Source: an optimization exercise on an open RTL-to-GDS flow (aim: small area). Production flows keep margins and buffers that such runs may drop. In this exercise RTL edits were held to simulation tests only and were not proved equivalent to the original. Power and IR drop assume default switching activity.

### flow/config.mk
export PLATFORM = sky130hd
export DESIGN_NAME = hc11mon_dl
export DESIGN_NICKNAME = hc11mon_dl
export VERILOG_FILES = /design/flow/design.v
export SDC_FILE = /design/flow/constraint.sdc
export NUM_CORES = 4
export LEC_CHECK = 0
export CAP_MARGIN = 20
export CORE_MARGIN = 2
export CORE_UTILIZATION = 40
export CTS_BUF_LIST = sky130_fd_sc_hd__clkbuf_8
export PLACE_DENSITY = 0.6
export SLEW_MARGIN = 20
### flow/constraint.sdc
create_clock -name core_clock -period 10.0 [get_ports {clk}]
set_input_delay 2.0000 -clock core_clock [delete_from_list [all_inputs] [get_ports {clk}]]
set_output_delay 2.0000 -clock core_clock [all_outputs]
set_load 0.01 [all_outputs]
### flow/design.v
module hc11_decoder (
    input  wire [7:0] fb,       
    input  wire [2:0] pbc,      
    input  wire       valid,    
    input  wire       extra,    
    output wire [2:0] fam,
    output reg  [3:0] sfx,
    output reg  [2:0] opform,
    output wire       two       
);
    wire [7:0] m = fb & 8'h85;
    wire [7:0] v = fb & 8'hCF;
    wire is_ld  = (m == 8'h84);
    wire is_st  = (m == 8'h85);
    wire is_sub = (m == 8'h80) || ((m == 8'h81) && (v == 8'h83));
    wire [2:0] f = is_ld ? 3'd1 : is_st ? 3'd2 : is_sub ? 3'd3 : 3'd4;
    assign fam = valid ? f : 3'd0;
    reg [3:0] s;
    reg       is16;
    always @(*) begin
        s    = 4'd0;
        is16 = 1'b0;
        case (v)
            8'hC3: begin s = 4'd1; is16 = 1'b1; end
            8'hCB: s = 4'd2;
            8'h89: s = 4'd3;
            8'hC9: s = 4'd4;
            8'h8B: s = 4'd5;
            8'hC0: s = 4'd6;
            8'h80: s = 4'd7;
            8'h86, 8'h87: s = 4'd8;
            8'hC6, 8'hC7: s = 4'd9;
            8'h83, 8'hCC, 8'hCD: begin s = 4'd10; is16 = 1'b1; end
            8'h8E, 8'h8F: begin s = 4'd11; is16 = 1'b1; end
            8'hCE, 8'hCF: s = (pbc == 3'd0 || pbc == 3'd1) ? 4'd12 :
                              (pbc == 3'd2) ? 4'd13 : 4'd0;
            default: ;
        endcase
        sfx = valid ? s : 4'd0;
        case (fb[5:4])
            2'b00: opform = (is16 && !extra) ? 3'd2 : 3'd1;
            2'b01: opform = 3'd3;
            2'b10: opform = (pbc == 3'd0 || pbc == 3'd3) ? 3'd4 :
                            (pbc == 3'd1 || pbc == 3'd2) ? 3'd5 : 3'd3;
            default: opform = 3'd6;
        endcase
        if (!valid) opform = 3'd0;
    end
    assign two = (fb[5:4] == 2'b11) || (fb[5:4] == 2'b00 && is16);
endmodule
module hc11mon_dl #(
    parameter [15:0] MIN      = 16'h0400,
    parameter [15:0] MAX      = 16'h7DFF,
    parameter [15:0] LF_START = 16'h1000,
    parameter [15:0] LF_MAX   = 16'h7DC0
) (
    input  wire        clk,
    input  wire        rst,
    input  wire        cmd_valid,
    output wire        cmd_ready,
    input  wire [1:0]  cmd_op,
    input  wire [15:0] cmd_start,
    input  wire [15:0] cmd_end,
    input  wire        in_valid,
    output wire        in_ready,
    input  wire [7:0]  in_data,
    input  wire        in_eos,
    output wire        mem_req,
    output wire        mem_we,
    output wire [15:0] mem_addr,
    output wire [7:0]  mem_wdata,
    input  wire        mem_ack,
    input  wire [7:0]  mem_rdata,
    output wire        ev_valid,
    input  wire        ev_ready,
    output wire [2:0]  ev_type,
    output wire [15:0] ev_addr,
    output wire [15:0] ev_data,
    output wire [15:0] ev_line,
    output wire [2:0]  ev_kind,
    output wire        ev_flag,
    output wire [2:0]  ev_len,
    output wire [47:0] ev_raw,
    output wire [2:0]  ev_fam,
    output wire [3:0]  ev_sfx,
    output wire [2:0]  ev_opform
);
    localparam EV_ORG = 3'd1, EV_INSTR = 3'd2, EV_END = 3'd3, EV_PROGRESS = 3'd4,
               EV_SUMMARY = 3'd5, EV_REPORT = 3'd6;
    localparam ERR_BOUNDS = 3'd2, ERR_FORMAT = 3'd3, ERR_CHECKSUM = 3'd4,
               ERR_STREAMEND = 3'd5, ERR_RANGE = 3'd6;
    localparam S_IDLE  = 5'd0,
               S_EV    = 5'd1,    
               S_DCMP  = 5'd2,    
               S_DCHK  = 5'd3,    
               S_DPRD  = 5'd4,    
               S_DPEV  = 5'd5,    
               S_DINC  = 5'd6,    
               S_DORD  = 5'd7,    
               S_DREW  = 5'd8,    
               S_DROT  = 5'd29,   
               S_DALN  = 5'd9,    
               S_DADV  = 5'd10,   
               S_LINIT = 5'd11,   
               S_LSCAN = 5'd12,   
               S_LHDR  = 5'd13,   
               S_LHB   = 5'd14,   
               S_LHROT = 5'd15,   
               S_LHCHK = 5'd16,   
               S_LFRST = 5'd17,   
               S_LC    = 5'd18,   
               S_LPAIR = 5'd19,   
               S_LPACC = 5'd20,   
               S_LWR   = 5'd21,   
               S_LINCA = 5'd22,   
               S_LINCD = 5'd23,   
               S_LCNT  = 5'd24,   
               S_LCMP  = 5'd25,   
               S_LFT   = 5'd26,   
               S_LLINE = 5'd27,   
               S_CPEA  = 5'd28;   
    reg [4:0]  state;
    reg [2:0]  etype;
    reg [2:0]  ekind;
    reg [15:0] ra;           
    reg [15:0] re;           
    reg [15:0] rd;           
    reg [15:0] rl;           
    reg [47:0] raw;          
    reg [2:0]  i;            
    reg [1:0]  k;            
    reg [2:0]  pbc;          
    reg        extra;        
    reg        fl;           
    reg        single;       
    reg        ph;           
    reg [3:0]  bc;           
    reg        cy;           
    reg        bw;           
    wire [7:0] fb  = rl[15:8];
    wire [7:0] d8  = raw[7:0];
    wire [7:0] cnt = raw[15:8];
    wire [7:0] acc = raw[23:16];
    wire [2:0] c_fam;
    wire [3:0] c_sfx;
    wire [2:0] c_opform;
    wire       c_two;
    hc11_decoder u_cls (
        .fb(fb), .pbc(pbc), .valid(fl), .extra(extra),
        .fam(c_fam), .sfx(c_sfx), .opform(c_opform), .two(c_two)
    );
    wire [7:0] fm     = fb & 8'h85;
    wire       is_fam = fb[7] && (fb != 8'hCD);
    wire       is_esc = (fm == 8'h00) || (fb == 8'hCD);
    wire [2:0] len    = {1'b0, k} + (fl ? (c_two ? 3'd3 : 3'd2) : 3'd1);
    wire [2:0] esc_cls = (fb == 8'h00) ? 3'd0 : (fb == 8'hCD) ? 3'd1 :
                         (fb == 8'h18) ? 3'd2 : (fb == 8'h1A) ? 3'd3 : 3'd4;
    wire p_dcmp  = (state == S_DCMP);
    wire p_dinc  = (state == S_DINC);
    wire p_drew  = (state == S_DREW);
    wire p_dadv  = (state == S_DADV);
    wire p_linit = (state == S_LINIT);
    wire p_lhb   = (state == S_LHB);
    wire p_lhrot = (state == S_LHROT);
    wire p_lfrst = (state == S_LFRST);
    wire p_lpacc = (state == S_LPACC);
    wire p_linca = (state == S_LINCA);
    wire p_lincd = (state == S_LINCD);
    wire p_lcnt  = (state == S_LCNT);
    wire p_lcmp  = (state == S_LCMP);
    wire p_lft   = (state == S_LFT);
    wire p_lline = (state == S_LLINE);
    wire p_cpea  = (state == S_CPEA);
    wire p_drot  = (state == S_DROT);
    wire s_dprd  = (state == S_DPRD);
    wire s_dord  = (state == S_DORD);
    wire rd_bit  = mem_rdata[bc[2:0]];
    wire rd_take = (s_dprd | s_dord) & mem_ack;    
    wire chain   = rd_take | ((state == S_DALN) & (i != 3'd6));   
    wire hb_first = (i == 3'd2);           
    wire lo8      = ~bc[3];
    wire t_ra  = p_dcmp | p_dinc | p_drew | p_dadv | p_lfrst | p_linca | p_lhrot;
    wire t_acc = (p_lhb & ~hb_first) | p_lpacc;
    wire a_bit = (t_ra & ra[0]) | (p_lincd & rd[0]) | (p_lline & rl[0]) | (p_cpea & re[0]) |
                 (t_acc & acc[0]) | (p_lcnt & cnt[0]);
    wire b_bit = ((p_drew | p_dadv) & ~bc[3] & ~bc[2] & (bc[1:0] != 2'd3) & i[bc[1:0]]) ^ p_drew |
                 ((p_lhb | p_lpacc) & d8[0]) | p_lcnt;
    wire c0    = p_dinc | p_drew | p_linit | p_linca | p_lincd | p_lline;
    wire c_in  = (bc == 4'd0) ? c0 : cy;
    wire sum   = a_bit ^ b_bit ^ c_in;
    wire c_out = (a_bit & b_bit) | (a_bit & c_in) | (b_bit & c_in);
    wire bw_in = (bc == 4'd0) ? 1'b0 : bw;
    wire bw_out = (~re[0] & sum) | (~(re[0] ^ sum) & bw_in);
    wire eq_out = ((bc == 4'd0) | cy) & (d8[0] ^ acc[0]);
    wire nz_out = ((bc != 4'd0) & bw) | d8[0];
    wire p8    = p_lhb | p_lhrot | p_lpacc | p_lcnt | p_lcmp | p_drot;
    wire pend  = p8 ? (bc[2:0] == 3'd7) : (bc == 4'd15);
    wire sh_ra  = t_ra | p_cpea | (p_lhb & ~hb_first);
    wire sh_re  = p_dcmp | p_dadv | p_lfrst | p_cpea;
    wire sh_rd  = p_dcmp | p_linit | p_lincd | p_lft | p_drot | (s_dord & mem_ack);
    wire sh_rl  = p_dcmp | p_linit | p_lline | (s_dprd & mem_ack);
    wire sh_d8  = p_lhb | p_lpacc | p_lcmp | (p_lft & lo8);
    wire sh_cnt = (p_lhb & hb_first) | p_lcnt;
    wire sh_acc = p_lhb | p_lpacc | p_lcmp | p_lft;
    wire ra_in  = p_lhb ? d8[0] : sum;
    wire re_in  = p_lfrst ? sum : re[0];
    wire rd_in  = p_dcmp ? re[0] : p_lft ? (lo8 ? d8[0] : ~acc[0]) : p_drot ? rd[0] : s_dord ? rd_bit : (p_lincd & sum);
    wire rl_in  = s_dprd ? rd_bit : (~p_dcmp & sum);
    wire cnt_in = p_lhb ? d8[0] : sum;
    wire acc_in = p_lcmp | p_lft ? acc[0] : sum;
    wire pass   = sh_ra | sh_re | p_dcmp | p_linit | p_lincd | p_lft | p_drot | p_lline | sh_d8 | sh_acc | sh_cnt | p_lhrot;
    wire        c_num = (in_data >= 8'h30) && (in_data <= 8'h39);
    wire        c_af  = (in_data >= 8'h41) && (in_data <= 8'h46);
    wire        hexok = c_num | c_af;
    wire [3:0]  nib   = in_data[3:0] + (c_af ? 4'd9 : 4'd0);
    wire ra_oob = (ra < MIN) || (ra > MAX);
    wire re_oob = (re < MIN) || (re > MAX);
    wire la_oob = (ra < LF_START) || (ra > LF_MAX);
    wire data_pr = (cnt[7:2] != 6'd0);    
    assign cmd_ready = (state == S_IDLE);
    assign in_ready  = (state == S_LSCAN) || (state == S_LHDR) || (state == S_LC);
    wire   in_take   = in_valid & in_ready;
    assign mem_req   = (state == S_DPRD) || (state == S_DORD) || (state == S_LWR);
    assign mem_we    = (state == S_LWR);
    assign mem_addr  = ra;
    assign mem_wdata = d8;
    wire   ack       = mem_ack;
    assign ev_valid  = (state == S_EV);
    assign ev_type   = etype;
    assign ev_kind   = ekind;
    assign ev_addr   = ra;
    assign ev_data   = rd;
    assign ev_line   = rl;
    assign ev_flag   = fl;
    assign ev_len    = i;
    assign ev_raw    = raw;
    assign ev_fam    = c_fam;
    assign ev_sfx    = c_sfx;
    assign ev_opform = c_opform;
    task emit;
        input [2:0] t;
        input [2:0] kd;
        input       as;
        begin
            etype <= t;
            ekind <= kd;
            state <= as ? S_CPEA : S_EV;
        end
    endtask
    task dec_begin;
        begin
            i <= 3'd0; k <= 2'd0; pbc <= 3'd0; extra <= 1'b0; fl <= 1'b0;
            state <= S_DPRD;
        end
    endtask
    always @(posedge clk) begin
        if (pass) begin
            bc <= pend ? 4'd0 : bc + 4'd1;
            cy <= p_lcmp ? eq_out : c_out;
            bw <= p_lcmp ? nz_out : bw_out;
        end
        if (sh_ra)  ra <= {ra_in, ra[15:1]};
        if (sh_re)  re <= {re_in, re[15:1]};
        if (sh_rd)  rd <= {rd_in, rd[15:1]};
        if (sh_rl)  rl <= {rl_in, rl[15:1]};
        if (chain) begin
            raw <= {rd_bit, raw[47:1]};
            bc[2:0] <= bc[2:0] + 3'd1;
        end
        if (sh_d8)  raw[7:0]   <= {d8[0], d8[7:1]};
        if (sh_cnt) raw[15:8]  <= {cnt_in, cnt[7:1]};
        if (sh_acc) raw[23:16] <= {acc_in, acc[7:1]};
        if (rst) begin
            state <= S_IDLE;
            bc    <= 4'd0;
        end else begin
            case (state)
                S_IDLE: begin
                    if (cmd_valid) begin
                        ra <= cmd_start;
                        re <= cmd_end;
                        case (cmd_op)
                            2'd0: begin
                                single <= 1'b1;
                                dec_begin;
                            end
                            2'd1: begin
                                single <= 1'b0;
                                state <= S_DCMP;
                            end
                            2'd2: begin
                                fl <= 1'b0;
                                state <= S_LINIT;
                            end
                            default: ;
                        endcase
                    end
                end
                S_EV: begin
                    if (ev_ready) begin
                        case (etype)
                            EV_ORG: dec_begin;
                            EV_INSTR: state <= single ? S_IDLE : S_DADV;
                            EV_PROGRESS: begin
                                ph <= 1'b0;
                                state <= S_LSCAN;
                            end
                            default: state <= S_IDLE;
                        endcase
                    end
                end
                S_DCMP: if (pend) state <= S_DCHK;
                S_DCHK: begin
                    if (bw)          emit(EV_REPORT, ERR_RANGE, 1'b0);
                    else if (ra_oob) emit(EV_REPORT, ERR_BOUNDS, 1'b0);
                    else if (re_oob) emit(EV_REPORT, ERR_BOUNDS, 1'b1);
                    else             emit(EV_ORG, 3'd0, 1'b0);
                end
                S_DPRD: if (ack && bc[2:0] == 3'd7) state <= S_DPEV;
                S_DPEV: begin
                    if (is_fam) begin
                        fl <= 1'b1;
                        state <= S_DINC;
                    end else if (is_esc && k != 2'd3) begin
                        pbc <= esc_cls;
                        k <= k + 2'd1;
                        state <= S_DINC;
                    end else
                        state <= S_DREW;
                end
                S_DINC: begin
                    if (pend) begin
                        i <= i + 3'd1;
                        state <= fl ? S_DORD : S_DPRD;
                    end
                end
                S_DORD: begin
                    if (ack && bc[2:0] == 3'd7) begin
                        if (i == {1'b0, k} + 3'd1)
                            extra <= ({mem_rdata[7], raw[47:41]} == 8'h00);
                        state <= (i == len - 3'd1) ? S_DROT : S_DINC;
                    end
                end
                S_DROT: if (pend) state <= S_DREW;
                S_DREW: begin
                    if (pend) begin
                        i <= i + 3'd1;
                        state <= S_DALN;
                    end
                end
                S_DALN: begin
                    if (i == 3'd6) begin
                        i <= len;
                        emit(EV_INSTR, 3'd0, 1'b0);
                    end else if (bc[2:0] == 3'd7)
                        i <= i + 3'd1;
                end
                S_DADV: begin
                    if (pend) begin
                        if (bw_out) emit(EV_END, 3'd0, 1'b1);
                        else        dec_begin;
                    end
                end
                S_LINIT: begin
                    if (pend) begin
                        ph <= 1'b0;
                        state <= S_LSCAN;
                    end
                end
                S_LSCAN: begin
                    if (in_take) begin
                        if (in_eos)
                            emit(EV_REPORT, ERR_STREAMEND, 1'b0);
                        else if (ph && (in_data == "1" || in_data == "9")) begin
                            extra <= (in_data == "9");
                            single <= 1'b0;
                            i <= 3'd0;
                            state <= S_LHDR;
                        end else
                            ph <= (in_data == "S");
                    end
                end
                S_LHDR: begin
                    if (in_take) begin
                        if (in_eos)
                            emit(EV_REPORT, ERR_STREAMEND, 1'b0);
                        else begin
                            raw[7:0] <= {d8[3:0], nib};
                            if (!hexok) single <= 1'b1;
                            i <= i + 3'd1;
                            if (i == 3'd5 && extra)
                                emit(EV_SUMMARY, 3'd0, 1'b1);
                            else if (i[0])
                                state <= S_LHB;
                        end
                    end
                end
                S_LHB: if (pend) state <= (i == 3'd6) ? S_LHROT : S_LHDR;
                S_LHROT: if (pend) state <= S_LHCHK;
                S_LHCHK: begin
                    ph <= 1'b0;
                    if (single)
                        emit(EV_REPORT, ERR_FORMAT, 1'b0);
                    else if (la_oob)
                        emit(EV_REPORT, ERR_BOUNDS, 1'b0);
                    else if (!fl) begin
                        fl <= 1'b1;
                        state <= S_LFRST;
                    end else
                        state <= S_LC;
                end
                S_LFRST: if (pend) state <= S_LC;
                S_LC: begin
                    if (in_take) begin
                        if (in_eos)
                            emit(EV_REPORT, ERR_STREAMEND, 1'b0);
                        else begin
                            raw[7:0] <= {d8[3:0], nib};
                            if (!hexok) single <= 1'b1;
                            ph <= ~ph;
                            if (ph) state <= S_LPAIR;
                        end
                    end
                end
                S_LPAIR: begin
                    if (single)
                        emit(EV_REPORT, ERR_FORMAT, 1'b0);
                    else if (data_pr)
                        state <= S_LPACC;
                    else
                        state <= S_LCMP;
                end
                S_LPACC: begin
                    if (pend) begin
                        if (ra_oob)
                            emit(EV_REPORT, ERR_BOUNDS, 1'b0);
                        else
                            state <= S_LWR;
                    end
                end
                S_LWR: if (ack) state <= S_LINCA;
                S_LINCA: if (pend) state <= S_LINCD;
                S_LINCD: if (pend) state <= S_LCNT;
                S_LCNT:  if (pend) state <= S_LC;
                S_LCMP: begin
                    if (pend) state <= (eq_out & nz_out) ? S_LLINE : S_LFT;
                end
                S_LFT:   if (pend) emit(EV_REPORT, ERR_CHECKSUM, 1'b0);
                S_LLINE: if (pend) emit(EV_PROGRESS, 3'd0, 1'b0);
                S_CPEA:  if (pend) state <= S_EV;
                default: state <= S_IDLE;
            endcase
        end
    end
endmodule
### flow/flow/run.sh
#!/bin/bash
# Own layout flow: the standard flow (standard.sh) with two changes.
#  1. Synthesis maps the logic with ABC's default area-oriented script instead of
#     ORFS's delay-oriented one (the 10 ns clock has ample slack). Everything else in
#     the synthesis is synth_recipe.tcl unchanged: same passes, same register mapping,
#     flattening and renaming.
#  2. The port buffers that placement inserts on every input and output are the
#     smallest buffer cell (buf_1).
# Each tool's output goes to the ORFS logs under orfs/logs; make's own output goes to
# flow_make.log.
set -euo pipefail
here=$(pwd)

# synthesis script: synth_recipe.tcl with its "source .../synth.tcl" replaced by a copy
# of synth.tcl whose abc call uses the default script (flow/area_abc.tcl does this)
python3 - "$here" <<'PY'
import sys, re
here = sys.argv[1]
src = open(f"{here}/synth_recipe.tcl").read()
line = "source $::env(SCRIPTS_DIR)/synth.tcl"
assert line in src, "synth_recipe.tcl changed"
src = src.replace(line, f"source {here}/flow/area_abc.tcl")
open(f"{here}/own_synth.tcl", "w").write(src)
std = open(f"{here}/standard.sh").read()
new, n = re.subn(r"SYNTH_SCRIPT=\S*synth_recipe\.tcl", f"SYNTH_SCRIPT={here}/own_synth.tcl", std)
assert n == 1, "standard.sh changed"
open(f"{here}/own_standard.sh", "w").write(new)
PY

export BUFFER_PORTS_ARGS="-buffer_cell sky130_fd_sc_hd__buf_1"
bash "$here/own_standard.sh" > "$here/flow_make.log" 2>&1
### flow/flow/area_abc.tcl
# ORFS synth.tcl, run with one change: the abc call maps with ABC's default script
# (area oriented, no delay target) instead of the script chosen by synth_preamble.tcl.
set f [open $::env(SCRIPTS_DIR)/synth.tcl]
set txt [read $f]
close $f
set old {log_cmd abc {*}$abc_args}
if { [string first $old $txt] < 0 } { error "abc call not found in synth.tcl" }
set new {log_cmd abc {*}$lib_args {*}$lib_dont_use_args}
uplevel #0 [string map [list $old $new] $txt]
### flow/standard.sh
#!/bin/bash
# synth_recipe.tcl (not shown) runs the flow's synth.tcl, then flattens the netlist and writes it again
# the make line also repeats each setting of config.mk as NAME=value (left out here)
make -C /OpenROAD-flow-scripts/flow DESIGN_CONFIG=/design/flow/config.mk WORK_HOME=/design/flow/orfs CLKGATE_MAP_FILE= SYNTH_SCRIPT=/design/flow/synth_recipe.tcl "${@:-finish}"
==> flow_metrics.py, run 1 <==
metrics = {
    "grt": {
        "grt_antenna_before_repair": 0,
        "track_usage_pct": 23.10,
        "grt_pass1_vias": 6476,
        "grt_pass1_wl_mm": 35.66,
        "grt_max_degree": 65,
        "grt_remaining_overflow": 0,
    },
    "clock_network": {
        "cts_resized": 0,
        "clockRootBuffer": "clkbuf_8",
        "postCtsHoldBufs": 0,
        "post-cts-setup-buffers": 0,
        "path_clk_slew_ps": 90,
        "htreeDepth": 4,
        "cts.sinks": 141,
        "cts_max_path_buffers": 2,
        "clock_latency_ps": 450,
        "cts_tree": "done",
        "cts_buffers": 17,
    },
    "worst_setup_path": {
        "crit_required_ps": 10070,
        "ff2ff_setup_slack_ps": 4900,
        "arrival_ps": 5180,
        "crit_chain": "buf_4 -> clkinv_1 -> nor3_1 -> a32oi_1 -> o221ai_1 -> a211oi_1 -> fa_1 -> clkinv_1 -> ha_1 -> a31oi_1 -> a21oi_1 -> nor4_1",
        "cp_slowest_cell": "nor4_1",
        "slowest_delay_ps": 800,
        "startpoint_type": "flop",
        "crit_type": "reg -> reg",
        "path_common_cell": "clkinv_1",
        "cp-end-kind": "flop",
        "crit_fanout": 31,
    },
    "status": {
        "status": "finished clean",
    },
    "power": {
        "ir_drop_mv": 0.1414,
        "p_leak_uw": 0.003191,
        "power_density_nw_per_um2": 296.1,
    },
    "layout": {
        "final_cells": 1217,
        "antenna-diode-count": 0,
        "final-seq-area_sq_um": 3744,
        "multi_input_area_sq_um": 3540,
        "nNetsFinal": 1045,
        "syn_to_final_growth_pct": 18.74,
        "final.fill_count": 1841,
        "final_layout_size_suffix_gt1_share_pct": 4.680,
    },
    "yosys": {
        "ys_ff_latch": 141,
        "synthesis.nets": 838,
        "synth_top_area_cell": "edfxtp_1",
        "async_flop_share_pct": 0,
        "synthFlopType": "edfxtp_1",
        "avgSynthCellArea_sq_um": 9.870,
        "syn-cell-area_sq_um": 7531,
        "syn_inst": 763,
        "ys_seq_area_share_pct": 49.71,
        "yosysWarnings": 2,
        "synth.distinct_cells": 56,
        "yosysMostFrequentCell": "edfxtp_1",
        "synth_edf_count": 92,
        "netlist_top_cells_count": "92 x edfxtp_1, 87 x nor2_1, 72 x nand2_1",
        "ys_top_cells_by_area": "edfxtp_1 37%, dfxtp_1 13%, mux2i_1 5.8%",
        "synth_top_area_share_pct": 36.68,
    },
    "detailed_routing": {
        "dr.pass1.iters": 5,
        "wire_per_inst_microns": 19.28,
        "drt_first_iter_violations": 596,
        "drc_errors": 0,
        "via_per_inst": 5.721,
        "vias": 6962,
        "ant_nets": 0,
        "wirelength_mm": 23.46,
    },
    "place": {
        "port_buffers": 201,
        "dp.cells": 1185,
        "routabilityCongestion": 0.9615,
        "hpwl_mm": 17.61,
    },
    "floorplan": {
        "core_sq_um": 18580,
        "die_w_microns": 141.2,
        "die_y_microns": 141.2,
        "dieArea_sq_um": 19940,
        "io_pins": 202,
        "initial_core_util_pct": 40.53,
        "rows": 50,
    },
    "sta": {
        "post-route-period-util_pct": 51.02,
        "rsz0062_at_grt": "no",
        "finalClockSkew_ps": 12.82,
        "min_period_ps": 5102,
        "fmaxAchievable_mhz": 196.0,
        "worst_slew_pin_slew_ps": 1111,
        "setup_tns_ps": 0,
        "slew_headroom_pct": 25.27,
        "setup_viol": 0,
        "report.final.slew_viol_count": 0,
        "hold_viol_final": 0,
    },
    "worst_hold_path": {
        "hp-class": "reg -> reg",
    },
    "job": {
        "maxCapViolations": 0,
    },
}
==> worst paths after layout <==
path         startpoint      end  cells past startpoint
max            state[4]   pbc[1]                     12
min             raw[37]  raw[36]                      0
max reg2reg    state[4]   pbc[1]                     12
min reg2reg     raw[37]  raw[36]                      0
==> flip-flops by register name (all words and copies together), names as in the netlist, 2 cells and up <==
| signal | flops |
|---|---|
| k | 2 |
| pbc | 3 |
| i | 3 |
| re | 16 |
| bc | 4 |
| ekind | 3 |
| raw | 48 |
| rl | 16 |
| rd | 16 |
| ra | 16 |
| etype | 3 |
| state | 5 |
==> worst max-delay path: cells and delay by family, from the launching register on <==
| kind | cells | cell delay [ps] |
|---|---|---|
| and+or+nand+nor | 2 | 1490 |
| buffers and inverters | 3 | 900 |
| AOI/OAI and AO/OA | 5 | 1080 |
| DFF | 1 | 310 |
| adders and majority gates | 2 | 950 |
==> power breakdown <==
part	leakage [uW]	total, uW	internal [uW]	switching [uW]
sequential	0.00125	1040	846	193
clock	0.000228	515	287	228
combinational	0.00171	1090	405	688
total	0.00319	2650	1540	1110
==> placed cells by master, fill, tap and decap left out, types with 10 or more instances in the layout <==
master	instances
nand4_1	17
nor2_1	87
clkbuf_8	19
o21ai_0	22
nand2b_1	12
and3_1	10
a31oi_1	12
mux2i_1	44
a21oi_1	68
clkinv_1	21
nand2_1	72
a211oi_1	12
nand3_1	37
nor4_1	17
nor2b_1	11
dfxtp_1	49
ha_1	16
buf_1	201
nor3_1	40
edfxtp_1	92
buf_4	11
==> routing by layer <==
layer  vias up  track usage (%)  share of wire (%)
met1      3321            32.09                 44
met2       305            35.05                 45
met4         0            9.105                2.7
met5         -                0                  0
li1       3294                -                  -
met3        42            5.265                7.7
==> logic make-up (layout without fill, tap and decap cells) <==
family / count (synthesis) / after routing / synth area share (%)
DFF: 141 / 141 / 49.71
adders and majority gates: 18 / 18 / 3.190
AOI/OAI and AO/OA: 153 / 153 / 12.41
buffers and inverters: 45 / 265 / 3.439
xor gates and xnor gates: 12 / 12 / 1.595
and+or+nand+nor: 347 / 347 / 23.06
muxes: 47 / 47 / 6.596
==> stage by stage <==
stage	hold WS, ps	total power [uW]	worst slack [ps]	area, sq um	util, %
floorplan	471.5	1784	5621	7531	-
global placement	428.0	2130	4993	8481	45.64
detailed placement	429.6	2133	5058	8481	45.64
CTS	449.0	2657	5028	8931	48.07
global route	459.0	2820	4645	8942	48.13
finish	449.5	2648	4898	8942	48.13
==> layout make-up <==
| type | count | share of cell area (%) |
|---|---|---|
| timing repair buffer | 212 | 9.361 |
| clock inverter | 13 | 2.113 |
| sequential | 141 | 41.86 |
| tap | 234 | 3.274 |
| multi-input combinational | 577 | 39.58 |
| inverter | 21 | 0.8815 |
| clock buffer | 19 | 2.924 |
==> run 2: changes to the inputs <==
--- a/flow/flow/run.sh
+++ b/flow/flow/run.sh
@@ -28,4 +28,5 @@
 PY
 
 export BUFFER_PORTS_ARGS="-buffer_cell sky130_fd_sc_hd__buf_1"
+export CTS_ARGS="-sink_clustering_enable -repair_clock_nets -dont_use_dummy_load -sink_clustering_size 30 -sink_clustering_max_diameter 100 -buf_list sky130_fd_sc_hd__clkbuf_8"
 bash "$here/own_standard.sh" > "$here/flow_make.log" 2>&1
==> run 2 against run 1 <==
Still clean on timing, DRC and antenna; count of clock-buffer cells in the layout is 2 lower; clock skew up 16 ps; sequential cell count unchanged; critical path depth did not move; largest cell class unchanged; highest routed layer unchanged.
==> flow_metrics.py, run 2 <==
metrics = {
    "sta": {
        "fmaxAchievable_mhz": 196.6,
        "slew_headroom_pct": 26.39,
        "timing.hold.ws_ps": 436.0,
        "min_period_ps": 5088,
        "hold_viol_final": 0,
        "setup_tns_ps": 0,
        "finalClockSkew_ps": 28.89,
        "setup_viol": 0,
        "report.final.slew_viol_count": 0,
        "post-route-period-util_pct": 50.88,
        "worst_slew_pin_slew_ps": 1094,
        "rsz0062_at_grt": "no",
    },
    "layout": {
        "syn_to_final_growth_pct": 15.87,
        "largest_reg_flops": 48,
        "final_layout_size_suffix_gt1_share_pct": 3.306,
        "multi_input_area_sq_um": 3540,
        "antenna-diode-count": 0,
        "mostFrequentLayoutCell": "buf_1",
        "mostFrequentLayoutCells": "201 x buf_1, 92 x edfxtp_1, 87 x nor2_1",
        "nNetsFinal": 1045,
        "fin_util_pct": 46.96,
        "regMostFlops": "raw",
        "final-seq-area_sq_um": 3744,
        "final.fill_count": 1852,
    },
    "floorplan": {
        "core_sq_um": 18580,
        "die_y_microns": 141.2,
        "io_pins": 202,
        "initial_core_util_pct": 40.53,
        "rows": 50,
        "die_w_microns": 141.2,
        "dieArea_sq_um": 19940,
    },
    "yosys": {
        "synth.distinct_cells": 56,
        "yosysWarnings": 2,
        "synth_top_area_share_pct": 36.68,
        "netlist_top_cells_count": "92 x edfxtp_1, 87 x nor2_1, 72 x nand2_1",
        "syn-cell-area_sq_um": 7531,
        "yosysMostFrequentCell": "edfxtp_1",
        "async_flop_share_pct": 0,
        "synthFlopType": "edfxtp_1",
        "synth_top_area_cell": "edfxtp_1",
        "synth_edf_count": 92,
        "ys_seq_area_share_pct": 49.71,
        "avgSynthCellArea_sq_um": 9.870,
        "ys_ff_latch": 141,
        "synthesis.nets": 838,
        "ys_top_cells_by_area": "edfxtp_1 37%, dfxtp_1 13%, mux2i_1 5.8%",
        "syn_inst": 763,
    },
    "detailed_routing": {
        "drt_first_iter_violations": 559,
        "vias": 6908,
        "wire_per_inst_microns": 19.44,
        "drc_errors": 0,
        "via_per_inst": 5.747,
        "wirelength_mm": 23.37,
        "dr.pass1.iters": 5,
        "ant_nets": 0,
    },
    "worst_setup_path": {
        "timing.rr.end": "pbc[0]",
        "reg2reg_from": "state[4]",
        "cp-end-kind": "flop",
        "crit_required_ps": 10060,
        "crit_type": "reg -> reg",
        "ff2ff_setup_slack_ps": 4910,
        "startpoint_type": "flop",
        "r2r_cells": 12,
        "crit_fanout": 31,
        "arrival_ps": 5140,
    },
    "clock_network": {
        "cts_tree": "done",
        "post-cts-setup-buffers": 0,
        "postCtsHoldBufs": 0,
        "path_clk_slew_ps": 80,
        "clock_latency_ps": 460,
        "cts_resized": 0,
        "cts_max_path_buffers": 2,
        "cts.sinks": 141,
        "clockRootBuffer": "clkbuf_8",
        "cts_buffers": 17,
        "htreeDepth": 4,
    },
    "job": {
        "maxCapViolations": 0,
    },
    "place": {
        "routabilityCongestion": 0.9615,
        "hpwl_mm": 17.61,
        "port_buffers": 201,
    },
    "grt": {
        "grt_pass1_wl_mm": 35.59,
        "grt_remaining_overflow": 0,
        "grt_max_degree": 65,
        "grt_antenna_before_repair": 0,
        "grt_pass1_vias": 6402,
        "track_usage_pct": 23.16,
    },
    "status": {
        "status": "finished clean",
    },
    "worst_hold_path": {
        "hp-class": "reg -> reg",
        "hold_end": "raw[24]",
        "whs_path_depth": 0,
        "hold_start": "raw[25]",
    },
    "power": {
        "ir_drop_mv": 0.1338,
        "power_density_nw_per_um2": 282.8,
        "p_leak_uw": 0.003085,
    },
}
==> run 2: cell types whose count changed in the layout (fill, tap and decap cells not counted) <==
cell / previous run / this run
bufinv_16: 4 / 0
clkinv_4: 4 / 0
inv_6: 2 / 0
clkinvlp_4: 1 / 0
inv_1: 1 / 0
clkinv_2: 1 / 0
clkbuf_8: 19 / 17
==> run 2: how the worst max path moves through the flow <==
stage,startpoint,endpoint,slack [ps],cells past startpoint
after floorplan,state[4],k[0],5620,11
after global placement,state[4],pbc[0],4990,12
after detailed placement,state[4],pbc[2],5060,12
after CTS,state[4],pbc[1],5030,12
after global routing,state[4],pbc[0],4640,12
final,state[4],pbc[0],4910,12
==> run 2: per-layer routing <==
layer  part of all wire [%]  up-vias  wire [microns]  GRT usage (%)
met5                      0        -               0              0
met4                    2.7        0             622          7.789
met3                    7.8       45            1825          5.978
met2                     45      305           10500          34.95
met1                     45     3275           10420          32.44
li1                       -     3283               -              -
==> run 2: area by class of cell <==
class,instances,area share [%]
multi-input cells,577,40.56
repair buffers,212,9.593
well taps,234,3.355
clock buffers,17,2.681
flip-flops and latches,141,42.90
inverters,21,0.9034
==> run 2: report_power, final <==
part	internal (uW)	switching, uW
logic	406	688
registers	847	192
clock network	149	186
==> run 2: critical path, cell delays in order (launching register included) <==
cell and delay (ps):
dfxtp_1 300, buf_4 290, clkinv_1 480, nor3_1 690
a32oi_1 110, o221ai_1 110, a211oi_1 90, fa_1 670
clkinv_1 130, ha_1 290, a31oi_1 480, a21oi_1 240
nor4_1 800
==> run 2: logic make-up (layout without fill, tap and decap cells) <==
family,after synthesis,in the layout,synth area share (%)
AO/OA/AOI/OAI,153,153,12.41
XOR/XNOR,12,12,1.595
adder cells (fa/ha/maj),18,18,3.190
buffers and inverters,45,250,3.439
flip-flops,141,141,49.71
multiplexers,47,47,6.596
AND/OR/NAND/NOR,347,347,23.06
==> run 2: through the flow <==
| step | total power (uW) | setup slack (ps) | instances | cell area (sq um) |
|---|---|---|---|---|
| 5_1_grt | 2641 | 4641 | 1202 | 8726 |
| 4_1_cts | 2477 | 5033 | 1202 | 8715 |
| 3_5_place_dp | 2133 | 5058 | 1185 | 8481 |
| 3_3_place_gp | 2130 | 4993 | 1185 | 8481 |
| 6_report | 2468 | 4912 | 1202 | 8726 |
| 2_1_floorplan | 1784 | 5621 | 763 | 7531 |
==> run 3: changes to the inputs <==
--- a/flow/flow/run.sh
+++ b/flow/flow/run.sh
@@ -28,5 +28,5 @@
 PY
 
 export BUFFER_PORTS_ARGS="-buffer_cell sky130_fd_sc_hd__buf_1"
-export CTS_ARGS="-sink_clustering_enable -repair_clock_nets -dont_use_dummy_load -sink_clustering_size 30 -sink_clustering_max_diameter 100 -buf_list sky130_fd_sc_hd__clkbuf_8"
+export CTS_ARGS="-sink_clustering_enable -repair_clock_nets -dont_use_dummy_load -sink_clustering_size 40 -sink_clustering_max_diameter 200 -buf_list sky130_fd_sc_hd__clkbuf_16"
 bash "$here/own_standard.sh" > "$here/flow_make.log" 2>&1
==> run 3 against run 2 <==
Critical path depth did not move; utilization rose by 1.0 points; highest routed layer unchanged; final area rose by 2.2%; die area did not move; routed wire length rose by 0.50%; still clean; count of clock-buffer cells in the layout did not move; via count rose by 0.46%; first-iteration DRC count did not move; area after synthesis did not move; sequential share of layout area fell by 0.92 points.
==> flow_metrics.py, run 3 <==
metrics = {
    "yosys": {
        "synthFlopType": "edfxtp_1",
        "netlist_top_cells_count": "92 x edfxtp_1, 87 x nor2_1, 72 x nand2_1",
        "yosysWarnings": 2,
        "synth_top_area_cell": "edfxtp_1",
        "async_flop_share_pct": 0,
        "syn-cell-area_sq_um": 7531,
        "avgSynthCellArea_sq_um": 9.870,
        "synth_top_area_share_pct": 36.68,
        "ys_seq_area_share_pct": 49.71,
        "synth.distinct_cells": 56,
        "ys_top_cells_by_area": "edfxtp_1 37%, dfxtp_1 13%, mux2i_1 5.8%",
        "ys_ff_latch": 141,
        "syn_inst": 763,
        "synthesis.nets": 838,
        "yosysMostFrequentCell": "edfxtp_1",
        "synth_edf_count": 92,
    },
    "layout": {
        "antenna-diode-count": 0,
        "nNetsFinal": 1045,
        "largest_reg_flops": 48,
        "mostFrequentLayoutCell": "buf_1",
        "regMostFlops": "raw",
        "syn_to_final_growth_pct": 18.41,
        "final_layout_size_suffix_gt1_share_pct": 3.306,
        "mostFrequentLayoutCells": "201 x buf_1, 92 x edfxtp_1, 87 x nor2_1",
    },
    "clock_network": {
        "clockRootBuffer": "clkbuf_16",
        "cts.sinks": 141,
        "postCtsHoldBufs": 0,
        "cts_tree": "done",
        "cts_resized": 0,
        "htreeDepth": 4,
        "path_clk_slew_ps": 60,
        "cts_buffers": 17,
        "post-cts-setup-buffers": 0,
        "clock_latency_ps": 420,
        "cts_max_path_buffers": 2,
    },
    "sta": {
        "report.final.slew_viol_count": 0,
        "finalClockSkew_ps": 18.28,
        "setup_viol": 0,
        "fmaxAchievable_mhz": 196.1,
        "worst_slew_pin_slew_ps": 1082,
        "hold_viol_final": 0,
        "post-route-period-util_pct": 50.99,
        "timing.hold.ws_ps": 441.2,
        "slew_headroom_pct": 27.23,
        "rsz0062_at_grt": "no",
        "min_period_ps": 5099,
        "setup_tns_ps": 0,
    },
    "grt": {
        "grt_antenna_before_repair": 0,
        "grt_pass1_vias": 6430,
        "grt_max_degree": 65,
        "grt_pass1_wl_mm": 35.62,
        "track_usage_pct": 23.07,
        "grt_remaining_overflow": 0,
    },
    "power": {
        "p_leak_uw": 0.003172,
        "ir_drop_mv": 0.1444,
        "finalPower_uw": 2639,
        "power_density_nw_per_um2": 296.0,
    },
    "worst_hold_path": {
        "hold_start": "raw[25]",
        "hold_end": "raw[24]",
        "whs_path_depth": 0,
        "hp-class": "reg -> reg",
    },
    "detailed_routing": {
        "via_per_inst": 5.774,
        "wirelength_mm": 23.49,
        "drc_errors": 0,
        "ant_nets": 0,
        "drt_first_iter_violations": 559,
        "dr.pass1.iters": 5,
        "wire_per_inst_microns": 19.54,
        "vias": 6940,
    },
    "worst_setup_path": {
        "startpoint_type": "flop",
        "critical_path_buf_inv_count": 3,
        "slowest_delay_ps": 810,
        "path_common_cell": "clkinv_1",
        "crit_chain": "buf_4 -> clkinv_1 -> nor3_1 -> a32oi_1 -> o221ai_1 -> a211oi_1 -> fa_1 -> clkinv_1 -> ha_1 -> a31oi_1 -> a21oi_1 -> nor4_1",
        "cp-end-kind": "flop",
        "r2r_cells": 12,
        "crit_fanout": 31,
        "timing.rr.end": "pbc[1]",
        "crit_type": "reg -> reg",
        "reg2reg_from": "state[4]",
        "arrival_ps": 5120,
        "cp_slowest_cell": "nor4_1",
        "ff2ff_setup_slack_ps": 4900,
        "worst_path_dominant_cell_family": "simple AND/OR/NAND/NOR gates",
        "crit_required_ps": 10020,
    },
    "status": {
        "status": "finished clean",
    },
    "floorplan": {
        "die_y_microns": 141.2,
        "rows": 50,
        "initial_core_util_pct": 40.53,
        "dieArea_sq_um": 19940,
        "die_w_microns": 141.2,
        "io_pins": 202,
        "core_sq_um": 18580,
    },
    "place": {
        "routabilityCongestion": 0.9615,
        "hpwl_mm": 17.61,
        "port_buffers": 201,
    },
    "job": {
        "maxCapViolations": 0,
    },
}
-- run 3: cell counts after synthesis --
Identical to the previous run, type by type.
-- run 3: how the worst max path moves through the flow --
stage	start	end	slack [ps]	depth (start not counted)
final	state[4]	pbc[1]	4900	12
after floorplan	state[4]	k[0]	5620	11
after detailed placement	state[4]	pbc[2]	5060	12
after global routing	state[4]	pbc[0]	4680	12
after CTS	state[4]	pbc[1]	5030	12
after global placement	state[4]	pbc[0]	4990	12
-- run 3: cells by family after synthesis --
kind of cell | synth area share [%]
multiplexers | 6.596
XOR/XNOR | 1.595
AND/OR/NAND/NOR | 23.06
adder cells (fa/ha/maj) | 3.190
buffers and inverters | 3.439
AO/OA/AOI/OAI | 12.41
flip-flops | 49.71
-- run 3: final cells by class --
class	instances	area [sq um]
well taps	234	292.8
clock buffers	17	425.4
fillers	1824	9663
multi-input cells	577	3540
inverters	21	78.83
flip-flops and latches	141	3744
repair buffers	212	837.1
-- run 3: per-stage QoR --
step | util [%] | setup slack [ps] | std cells | instance area [sq um]
finish | 47.99 | 4901 | 1202 | 8917
global route | 47.99 | 4675 | 1202 | 8917
CTS | 47.93 | 5034 | 1202 | 8906
detailed placement | 45.64 | 5058 | 1185 | 8481
global placement | 45.64 | 4993 | 1185 | 8481
floorplan | - | 5621 | 763 | 7531
-- run 3: metal layers --
metal	track usage (%)	part of all wire, %
met5	0	0
met4	7.789	2.3
met3	5.639	7.0
met2	34.93	45
met1	32.42	45
-- run 3: power by group --
part | internal (uW) | switching [uW] | leakage [uW] | total, uW
sequential | 848 | 193 | 0.00125 | 1040
clock | 294 | 208 | 0.000209 | 502
combinational | 406 | 691 | 0.00171 | 1100
total | 1550 | 1090 | 0.00317 | 2640
==> run 4: changes to the inputs <==
--- a/flow/flow/run.sh
+++ b/flow/flow/run.sh
@@ -28,5 +28,5 @@
 PY
 
 export BUFFER_PORTS_ARGS="-buffer_cell sky130_fd_sc_hd__buf_1"
-export CTS_ARGS="-sink_clustering_enable -repair_clock_nets -dont_use_dummy_load -sink_clustering_size 40 -sink_clustering_max_diameter 200 -buf_list sky130_fd_sc_hd__clkbuf_16"
+export CTS_ARGS="-sink_clustering_enable -repair_clock_nets -dont_use_dummy_load -buf_list {sky130_fd_sc_hd__clkbuf_4 sky130_fd_sc_hd__clkbuf_8}"
 bash "$here/own_standard.sh" > "$here/flow_make.log" 2>&1
==> run 4 against run 3 <==
Synthesized cell count did not move; fmax increased by 0.22%; via count shrank 0.46%; sequential share of layout area increased by 0.92 points; clock power decreased by 33%; die area did not move; cell count did not move; combinational power hardly changed; sequential power barely moved; sequential cell count unchanged.
==> flow_metrics.py, run 4 <==
metrics = {
    "sta": {
        "setup_tns_ps": 0,
        "worst_slew_pin_slew_ps": 1094,
        "hold_viol_final": 0,
        "fmaxAchievable_mhz": 196.6,
        "setup_viol": 0,
        "rsz0062_at_grt": "no",
        "min_period_ps": 5088,
        "post-route-period-util_pct": 50.88,
        "finalClockSkew_ps": 28.89,
        "report.final.slew_viol_count": 0,
        "timing.hold.ws_ps": 436.0,
        "slew_headroom_pct": 26.39,
    },
    "detailed_routing": {
        "wirelength_mm": 23.37,
        "drt_first_iter_violations": 559,
        "wire_per_inst_microns": 19.44,
        "ant_nets": 0,
        "dr.pass1.iters": 5,
        "via_per_inst": 5.747,
        "drc_errors": 0,
        "vias": 6908,
    },
    "yosys": {
        "yosysWarnings": 2,
        "synthesis.nets": 838,
        "yosysMostFrequentCell": "edfxtp_1",
        "synth_edf_count": 92,
        "syn-cell-area_sq_um": 7531,
        "synthFlopType": "edfxtp_1",
        "netlist_top_cells_count": "92 x edfxtp_1, 87 x nor2_1, 72 x nand2_1",
        "synth.distinct_cells": 56,
        "syn_inst": 763,
        "ys_seq_area_share_pct": 49.71,
        "synth_top_area_cell": "edfxtp_1",
        "async_flop_share_pct": 0,
        "avgSynthCellArea_sq_um": 9.870,
        "ys_ff_latch": 141,
        "synth_top_area_share_pct": 36.68,
        "ys_top_cells_by_area": "edfxtp_1 37%, dfxtp_1 13%, mux2i_1 5.8%",
    },
    "worst_hold_path": {
        "hold_start": "raw[25]",
        "hold_end": "raw[24]",
        "whs_path_depth": 0,
        "hp-class": "reg -> reg",
    },
    "worst_setup_path": {
        "worst_path_dominant_cell_family": "simple AND/OR/NAND/NOR gates",
        "crit_chain": "buf_4 -> clkinv_1 -> nor3_1 -> a32oi_1 -> o221ai_1 -> a211oi_1 -> fa_1 -> clkinv_1 -> ha_1 -> a31oi_1 -> a21oi_1 -> nor4_1",
        "critical_path_buf_inv_count": 3,
        "reg2reg_from": "state[4]",
        "arrival_ps": 5140,
        "crit_required_ps": 10060,
        "ff2ff_setup_slack_ps": 4910,
        "startpoint": "state[4]",
        "slowest_delay_ps": 800,
        "cp_slowest_cell": "nor4_1",
        "timing.rr.end": "pbc[0]",
        "r2r_cells": 12,
        "crit_type": "reg -> reg",
        "cp-end-kind": "flop",
        "crit_fanout": 31,
        "path_common_cell": "clkinv_1",
        "startpoint_type": "flop",
    },
    "clock_network": {
        "htreeDepth": 4,
        "cts.sinks": 141,
        "cts_resized": 0,
        "cts_buffers": 17,
        "clockRootBuffer": "clkbuf_8",
        "post-cts-setup-buffers": 0,
        "cts_max_path_buffers": 2,
        "postCtsHoldBufs": 0,
        "path_clk_slew_ps": 80,
        "clock_latency_ps": 460,
        "cts_tree": "done",
    },
    "layout": {
        "largest_reg_flops": 48,
        "mostFrequentLayoutCells": "201 x buf_1, 92 x edfxtp_1, 87 x nor2_1",
        "regMostFlops": "raw",
        "fin_util_pct": 46.96,
        "syn_to_final_growth_pct": 15.87,
        "antenna-diode-count": 0,
        "mostFrequentLayoutCell": "buf_1",
        "final_layout_size_suffix_gt1_share_pct": 3.306,
        "nNetsFinal": 1045,
        "final.fill_count": 1852,
    },
    "grt": {
        "grt_pass1_vias": 6402,
        "track_usage_pct": 23.16,
        "grt_pass1_wl_mm": 35.59,
        "grt_remaining_overflow": 0,
        "grt_max_degree": 65,
        "grt_antenna_before_repair": 0,
    },
    "floorplan": {
        "rows": 50,
        "dieArea_sq_um": 19940,
        "die_y_microns": 141.2,
        "initial_core_util_pct": 40.53,
        "io_pins": 202,
        "die_w_microns": 141.2,
        "core_sq_um": 18580,
    },
    "place": {
        "routabilityCongestion": 0.9615,
        "hpwl_mm": 17.61,
        "port_buffers": 201,
    },
    "job": {
        "maxCapViolations": 0,
    },
    "power": {
        "ir_drop_mv": 0.1338,
        "p_leak_uw": 0.003085,
        "power_density_nw_per_um2": 282.8,
    },
    "status": {
        "status": "finished clean",
    },
}
run 4: cell counts after synthesis:
No cell type changed its count.
run 4: through the flow:
step | area (sq um) | std cells | setup slack [ps] | power [uW]
final | 8726 | 1202 | 4912 | 2468
after global routing | 8726 | 1202 | 4641 | 2641
after CTS | 8715 | 1202 | 5033 | 2477
after detailed placement | 8481 | 1185 | 5058 | 2133
after global placement | 8481 | 1185 | 4993 | 2130
after floorplan | 7531 | 763 | 5621 | 1784
run 4: layout make-up:
class / instances / area, sq um / share of cell area [%]
multi-input cells: 577 / 3540 / 40.56
repair buffers: 212 / 837.1 / 9.593
inverters: 21 / 78.83 / 0.9034
clock buffers: 17 / 234.0 / 2.681
well taps: 234 / 292.8 / 3.355
flip-flops and latches: 141 / 3744 / 42.90
run 4: power breakdown:
part | switching [uW] | leakage, uW | internal (uW)
combinational | 688 | 0.00171 | 406
clock | 186 | 0.000122 | 149
sequential | 192 | 0.00125 | 847
total | 1070 | 0.00308 | 1400
run 4: worst reg2reg max path: stages (launching register included):
cell	delay, ps
dfxtp_1	300
buf_4	290
clkinv_1	490
nor3_1	690
a32oi_1	110
o221ai_1	110
a211oi_1	100
fa_1	670
clkinv_1	130
ha_1	290
a31oi_1	480
a21oi_1	240
nor4_1	800
run 4: routing by layer:
layer	GRT usage [%]	vias to the layer above	wire length [microns]
li1	-	3283	-
met1	32.44	3275	10420
met2	34.95	305	10500
met3	5.978	45	1825
met4	7.789	0	622
met5	0	-	0
run 4: how the worst max path moves through the flow:
stage	to	slack, ps	cells after the start
final	pbc[0]	4910	12
after global routing	pbc[0]	4640	12
after CTS	pbc[1]	5030	12
after detailed placement	pbc[2]	5060	12
after global placement	pbc[0]	4990	12
after floorplan	k[0]	5620	11
run 4: cell families after synthesis:
kind of cell    count (synthesis)  synth area share [%]
simple gates                  347                 23.06
fa+ha+maj                      18                 3.190
xor+xnor                       12                 1.595
flops                         141                 49.71
compound gates                153                 12.41
buf+inv                        45                 3.439
mux                            47                 6.596
==> run 5: changes to the inputs <==
--- a/flow/flow/run.sh
+++ b/flow/flow/run.sh
@@ -28,5 +28,5 @@
 PY
 
 export BUFFER_PORTS_ARGS="-buffer_cell sky130_fd_sc_hd__buf_1"
-export CTS_ARGS="-sink_clustering_enable -repair_clock_nets -dont_use_dummy_load -buf_list {sky130_fd_sc_hd__clkbuf_4 sky130_fd_sc_hd__clkbuf_8}"
+export CTS_ARGS="-repair_clock_nets -dont_use_dummy_load -buf_list sky130_fd_sc_hd__clkbuf_8"
 bash "$here/own_standard.sh" > "$here/flow_make.log" 2>&1
==> run 5 against run 4 <==
Still clean; global-route usage unchanged; register-to-register slack is essentially flat; utilization did not move; sequential power about the same; final area unchanged; power unchanged; critical endpoint unchanged; largest power group unchanged; highest routed layer unchanged.
==> flow_metrics.py, run 5 <==
metrics = {
    "floorplan": {
        "core_sq_um": 18580,
        "dieArea_sq_um": 19940,
        "die_w_microns": 141.2,
        "initial_core_util_pct": 40.53,
        "die_y_microns": 141.2,
        "rows": 50,
        "io_pins": 202,
    },
    "power": {
        "p_int_uw": 1402,
        "p_leak_uw": 0.003085,
        "power_density_nw_per_um2": 282.8,
        "pwr-share-clk_pct": 13.6,
        "switching_share_pct": 43.20,
        "ir_drop_mv": 0.1338,
        "p_seq_share_pct": 42.1,
        "pwr-share-comb_pct": 44.3,
        "p_sw_uw": 1066,
    },
    "layout": {
        "final_layout_size_suffix_gt1_share_pct": 3.306,
        "mostFrequentLayoutCells": "201 x buf_1, 92 x edfxtp_1, 87 x nor2_1",
        "regMostFlops": "raw",
        "nNetsFinal": 1045,
        "largest_reg_flops": 48,
        "syn_to_final_growth_pct": 15.87,
        "mostFrequentLayoutCell": "buf_1",
        "antenna-diode-count": 0,
    },
    "detailed_routing": {
        "wire_per_inst_microns": 19.44,
        "dr.pass1.iters": 5,
        "drc_errors": 0,
        "met3_length_mm": 1.825,
        "via_per_inst": 5.747,
        "top_layer": "met4",
        "vias": 6908,
        "m1WireLength_mm": 10.42,
        "wirelength_mm": 23.37,
        "drt_first_iter_violations": 559,
        "ant_nets": 0,
        "wl_met2_mm": 10.50,
    },
    "yosys": {
        "synthFlopType": "edfxtp_1",
        "synth.distinct_cells": 56,
        "async_flop_share_pct": 0,
        "yosysMostFrequentCell": "edfxtp_1",
        "synth_top_area_cell": "edfxtp_1",
        "netlist_top_cells_count": "92 x edfxtp_1, 87 x nor2_1, 72 x nand2_1",
        "avgSynthCellArea_sq_um": 9.870,
        "ys_seq_area_share_pct": 49.71,
        "syn_inst": 763,
        "syn-cell-area_sq_um": 7531,
        "synth_top_area_share_pct": 36.68,
        "synthesis.nets": 838,
        "ys_ff_latch": 141,
        "synth_edf_count": 92,
        "ys_top_cells_by_area": "edfxtp_1 37%, dfxtp_1 13%, mux2i_1 5.8%",
        "yosysWarnings": 2,
    },
    "place": {
        "routabilityCongestion": 0.9615,
        "port_buffers": 201,
        "hpwl_mm": 17.61,
    },
    "sta": {
        "hold_viol_final": 0,
        "setup_viol": 0,
        "min_period_ps": 5088,
        "finalClockSkew_ps": 28.89,
        "worst_slew_pin_slew_ps": 1094,
        "slew_headroom_pct": 26.39,
        "post-route-period-util_pct": 50.88,
        "rsz0062_at_grt": "no",
        "timing.hold.ws_ps": 436.0,
        "fmaxAchievable_mhz": 196.6,
        "setup_tns_ps": 0,
        "report.final.slew_viol_count": 0,
    },
    "clock_network": {
        "htreeDepth": 4,
        "cts_resized": 0,
        "path_clk_slew_ps": 80,
        "postCtsHoldBufs": 0,
        "cts_tree": "done",
        "cts_max_path_buffers": 2,
        "clock_latency_ps": 460,
        "clockRootBuffer": "clkbuf_8",
        "cts_buffers": 17,
        "post-cts-setup-buffers": 0,
        "cts.sinks": 141,
    },
    "worst_setup_path": {
        "startpoint_type": "flop",
        "crit_required_ps": 10060,
        "cp-end-kind": "flop",
        "arrival_ps": 5140,
        "crit_type": "reg -> reg",
        "crit_fanout": 31,
    },
    "grt": {
        "grt_antenna_before_repair": 0,
        "grt_pass1_vias": 6402,
        "grt_pass1_wl_mm": 35.59,
        "track_usage_pct": 23.16,
        "grt_max_degree": 65,
        "grt_remaining_overflow": 0,
    },
    "job": {
        "maxCapViolations": 0,
    },
    "worst_hold_path": {
        "hp-class": "reg -> reg",
    },
    "status": {
        "status": "finished clean",
    },
}
==> run 5: cell type report <==
| type | count | area, sq um |
|---|---|---|
| Fill cell | 1852 | 9854 |
| Multi-Input combinational cell | 577 | 3540 |
| Inverter | 21 | 78.83 |
| Timing Repair Buffer | 212 | 837.1 |
| Clock buffer | 17 | 234.0 |
| Tap cell | 234 | 292.8 |
| Sequential cell | 141 | 3744 |
==> run 5: kinds of logic after synthesis <==
| kind of cell | Yosys count | share of synthesized area [%] |
|---|---|---|
| AOI/OAI and AO/OA | 153 | 12.41 |
| DFF | 141 | 49.71 |
| muxes | 47 | 6.596 |
| buffers and inverters | 45 | 3.439 |
| xor gates and xnor gates | 12 | 1.595 |
| adders and majority gates | 18 | 3.190 |
| and+or+nand+nor | 347 | 23.06 |
==> run 5: power groups by stage <==
| stage | clock, uW | combinational (uW) | sequential, uW |
|---|---|---|---|
| 6_report | 335 | 1090 | 1040 |
| 5_1_grt | 373 | 1200 | 1070 |
| 3_3_place_gp | 0 | 1080 | 1050 |
| 2_1_floorplan | 0 | 730 | 1050 |
| 4_1_cts | 350 | 1090 | 1040 |
| 3_5_place_dp | 0 | 1080 | 1050 |
==> run 5: per-stage QoR <==
stage | utilization (%) | cells | setup WS, ps | total power (uW) | area [sq um]
3_3_place_gp | 45.64 | 1185 | 4993 | 2130 | 8481
5_1_grt | 46.96 | 1202 | 4641 | 2641 | 8726
3_5_place_dp | 45.64 | 1185 | 5058 | 2133 | 8481
2_1_floorplan | - | 763 | 5621 | 1784 | 7531
4_1_cts | 46.90 | 1202 | 5033 | 2477 | 8715
6_report | 46.96 | 1202 | 4912 | 2468 | 8726
==> run 5: worst max-delay path, stage by stage, from the launching register on <==
cell	delay [ps]
dfxtp_1	300
buf_4	290
clkinv_1	480
nor3_1	690
a32oi_1	110
o221ai_1	110
a211oi_1	90
fa_1	670
clkinv_1	130
ha_1	290
a31oi_1	480
a21oi_1	240
nor4_1	800
==> run 5: layer usage <==
metal / vias to the layer above / track usage, %
li1: 3283 / -
met3: 45 / 5.978
met5: - / 0
met4: 0 / 7.789
met1: 3275 / 32.44
met2: 305 / 34.95
==> run 5: final timing paths <==
path | startpoint | to | slack (ps) | cells after the start
worst max-delay path | state[4] | pbc[0] | 4910 | 12
worst min-delay path | raw[25] | raw[24] | 440 | 0
worst max register to register | state[4] | pbc[0] | 4910 | 12
worst min register to register | raw[25] | raw[24] | 440 | 0
==> run 6: changes to the inputs <==
--- a/flow/flow/run.sh
+++ b/flow/flow/run.sh
@@ -28,5 +28,5 @@
 PY
 
 export BUFFER_PORTS_ARGS="-buffer_cell sky130_fd_sc_hd__buf_1"
-export CTS_ARGS="-repair_clock_nets -dont_use_dummy_load -buf_list sky130_fd_sc_hd__clkbuf_8"
+export CTS_ARGS="-sink_clustering_enable -repair_clock_nets -dont_use_dummy_load -buf_list sky130_fd_sc_hd__clkbuf_8"
 bash "$here/own_standard.sh" > "$here/flow_make.log" 2>&1
==> run 6 against run 5 <==
Still clean; sequential cell count unchanged; cell count unchanged; clock skew unchanged; global-route usage unchanged; worst hold slack unchanged.
==> flow_metrics.py, run 6 <==
metrics = {
    "status": {
        "status": "finished clean",
    },
    "power": {
        "ir_drop_mv": 0.1338,
        "power_density_nw_per_um2": 282.8,
        "p_leak_uw": 0.003085,
    },
    "worst_setup_path": {
        "crit_fanout": 31,
        "worst_path_dominant_cell_family": "simple AND/OR/NAND/NOR gates",
        "timing.rr.end": "pbc[0]",
        "cp.depth": 12,
        "crit_type": "reg -> reg",
        "startpoint": "state[4]",
        "crit_required_ps": 10060,
        "slowest_delay_ps": 800,
        "cp-endpoint": "pbc[0]",
        "reg2reg_from": "state[4]",
        "ff2ff_setup_slack_ps": 4910,
        "arrival_ps": 5140,
        "crit_chain": "buf_4 -> clkinv_1 -> nor3_1 -> a32oi_1 -> o221ai_1 -> a211oi_1 -> fa_1 -> clkinv_1 -> ha_1 -> a31oi_1 -> a21oi_1 -> nor4_1",
        "r2r_cells": 12,
        "cp-end-kind": "flop",
        "path_common_cell": "clkinv_1",
        "startpoint_type": "flop",
        "cp_slowest_cell": "nor4_1",
        "critical_path_buf_inv_count": 3,
    },
    "sta": {
        "slew_headroom_pct": 26.39,
        "worst_slack_ps": 4912,
        "timing.hold.ws_ps": 436.0,
        "setup_tns_ps": 0,
        "min_period_ps": 5088,
        "finalClockSkew_ps": 28.89,
        "setup_viol": 0,
        "worst_slew_pin_slew_ps": 1094,
        "report.final.slew_viol_count": 0,
        "fmaxAchievable_mhz": 196.6,
        "hold_viol_final": 0,
        "post-route-period-util_pct": 50.88,
        "rsz0062_at_grt": "no",
    },
    "layout": {
        "nNetsFinal": 1045,
        "largest_reg_flops": 48,
        "mostFrequentLayoutCells": "201 x buf_1, 92 x edfxtp_1, 87 x nor2_1",
        "final.fill_count": 1852,
        "antenna-diode-count": 0,
        "regMostFlops": "raw",
        "final_layout_size_suffix_gt1_share_pct": 3.306,
        "mostFrequentLayoutCell": "buf_1",
        "syn_to_final_growth_pct": 15.87,
        "final_area_sq_um": 8726,
    },
    "clock_network": {
        "post-cts-setup-buffers": 0,
        "cts_max_path_buffers": 2,
        "clockRootBuffer": "clkbuf_8",
        "htreeDepth": 4,
        "cts_buffers": 17,
        "cts_tree": "done",
        "cts_resized": 0,
        "cts.sinks": 141,
        "postCtsHoldBufs": 0,
        "path_clk_slew_ps": 80,
        "clock_latency_ps": 460,
    },
    "floorplan": {
        "dieArea_sq_um": 19940,
        "die_w_microns": 141.2,
        "io_pins": 202,
        "die_y_microns": 141.2,
        "initial_core_util_pct": 40.53,
        "core_sq_um": 18580,
        "rows": 50,
    },
    "detailed_routing": {
        "ant_nets": 0,
        "wire_per_inst_microns": 19.44,
        "wl_met2_mm": 10.50,
        "drc_errors": 0,
        "via_per_inst": 5.747,
        "vias": 6908,
        "met3_length_mm": 1.825,
        "m1WireLength_mm": 10.42,
        "wirelength_mm": 23.37,
        "top_layer": "met4",
        "drt_first_iter_violations": 559,
        "dr.pass1.iters": 5,
    },
    "yosys": {
        "yosysMostFrequentCell": "edfxtp_1",
        "ys_top_cells_by_area": "edfxtp_1 37%, dfxtp_1 13%, mux2i_1 5.8%",
        "synthFlopType": "edfxtp_1",
        "synthesis.nets": 838,
        "synth.distinct_cells": 56,
        "yosysWarnings": 2,
        "synth_edf_count": 92,
        "ys_ff_latch": 141,
        "synth_top_area_share_pct": 36.68,
        "netlist_top_cells_count": "92 x edfxtp_1, 87 x nor2_1, 72 x nand2_1",
        "syn_inst": 763,
        "ys_seq_area_share_pct": 49.71,
        "avgSynthCellArea_sq_um": 9.870,
        "synth_top_area_cell": "edfxtp_1",
        "async_flop_share_pct": 0,
        "syn-cell-area_sq_um": 7531,
    },
    "place": {
        "placed_cell_area_sq_um": 8481,
        "hpwl_mm": 17.61,
        "port_buffers": 201,
        "dp_slack_ps": 5058,
        "routabilityCongestion": 0.9615,
    },
    "grt": {
        "grt_antenna_before_repair": 0,
        "grt_pass1_vias": 6402,
        "grt_max_degree": 65,
        "grt_pass1_wl_mm": 35.59,
        "track_usage_pct": 23.16,
        "grt_remaining_overflow": 0,
    },
    "worst_hold_path": {
        "hp-class": "reg -> reg",
    },
    "job": {
        "maxCapViolations": 0,
    },
}
run 6: cell counts after synthesis:
No cell type changed its count.
run 6: metrics by stage:
step	utilization, %	std cells	power [uW]
2_1_floorplan	-	763	1784
3_3_place_gp	45.64	1185	2130
3_5_place_dp	45.64	1185	2133
4_1_cts	46.90	1202	2477
5_1_grt	46.96	1202	2641
6_report	46.96	1202	2468
run 6: metal layers:
layer	GRT usage, %	vias to the layer above
li1	-	3283
met2	34.95	305
met3	5.978	45
met4	7.789	0
met5	0	-
met1	32.44	3275
run 6: how the worst min path moves through the flow:
stage | from | to | slack (ps) | cells past startpoint
floorplan | bc[1] | bc[1] | 470 | 2
global route | raw[25] | raw[24] | 450 | 0
finish | raw[25] | raw[24] | 440 | 0
CTS | raw[25] | raw[24] | 430 | 0
detailed placement | raw[40] | raw[39] | 430 | 0
global placement | raw[38] | raw[37] | 430 | 0
run 6: cell families (layout without fill, tap and decap cells):
kind of cell	Yosys count	in the layout	synth area share, %
xor+xnor	12	12	1.595
mux	47	47	6.596
fa+ha+maj	18	18	3.190
compound gates	153	153	12.41
flops	141	141	49.71
simple gates	347	347	23.06
buf+inv	45	250	3.439
run 6: layout make-up:
| cell class | instances | area [sq um] | share of cell area [%] |
|---|---|---|---|
| Tap cell | 234 | 292.8 | 3.355 |
| Timing Repair Buffer | 212 | 837.1 | 9.593 |
| Inverter | 21 | 78.83 | 0.9034 |
| Clock buffer | 17 | 234.0 | 2.681 |
| Sequential cell | 141 | 3744 | 42.90 |
| Multi-Input combinational cell | 577 | 3540 | 40.56 |
run 6: power by group:
| group | total, uW | internal (uW) | leakage, uW | switching [uW] |
|---|---|---|---|---|
| clock network | 335 | 149 | 0.000122 | 186 |
| logic | 1090 | 406 | 0.00171 | 688 |
| registers | 1040 | 847 | 0.00125 | 192 |
| total | 2470 | 1400 | 0.00308 | 1070 |

-- re-timing with driven ports --
In the flow no input, the clock included, has a driving cell. The finished layouts below were timed again as built, in two steps. Step 1, drivers: a clkbuf_16 drives clk and a buf_2 each remaining input, both assumed. Step 2 times the ports against the registers' clock, not the clock port: input delays grow and output delays shrink by t, the midpoint of the rising clock arrivals with the driver on. a / b / c = ideal ports / drivers / drivers and shift; a / b = the first two.
run	shift t [ns]	slack for setup (ns)	pins driven straight from the clock port
run 1	0.481	4.898 / 4.898 / 4.898	1
run 2	0.480	4.912 / 4.912 / 4.912	1
run 3	0.450	4.901 / 4.901 / 4.901	1
run 4	0.480	4.912 / 4.912 / 4.912	1
run 5	0.480	4.912 / 4.912 / 4.912	1
run 6	0.480	4.912 / 4.912 / 4.912	1
After both steps setup and hold are still met in every run listed.
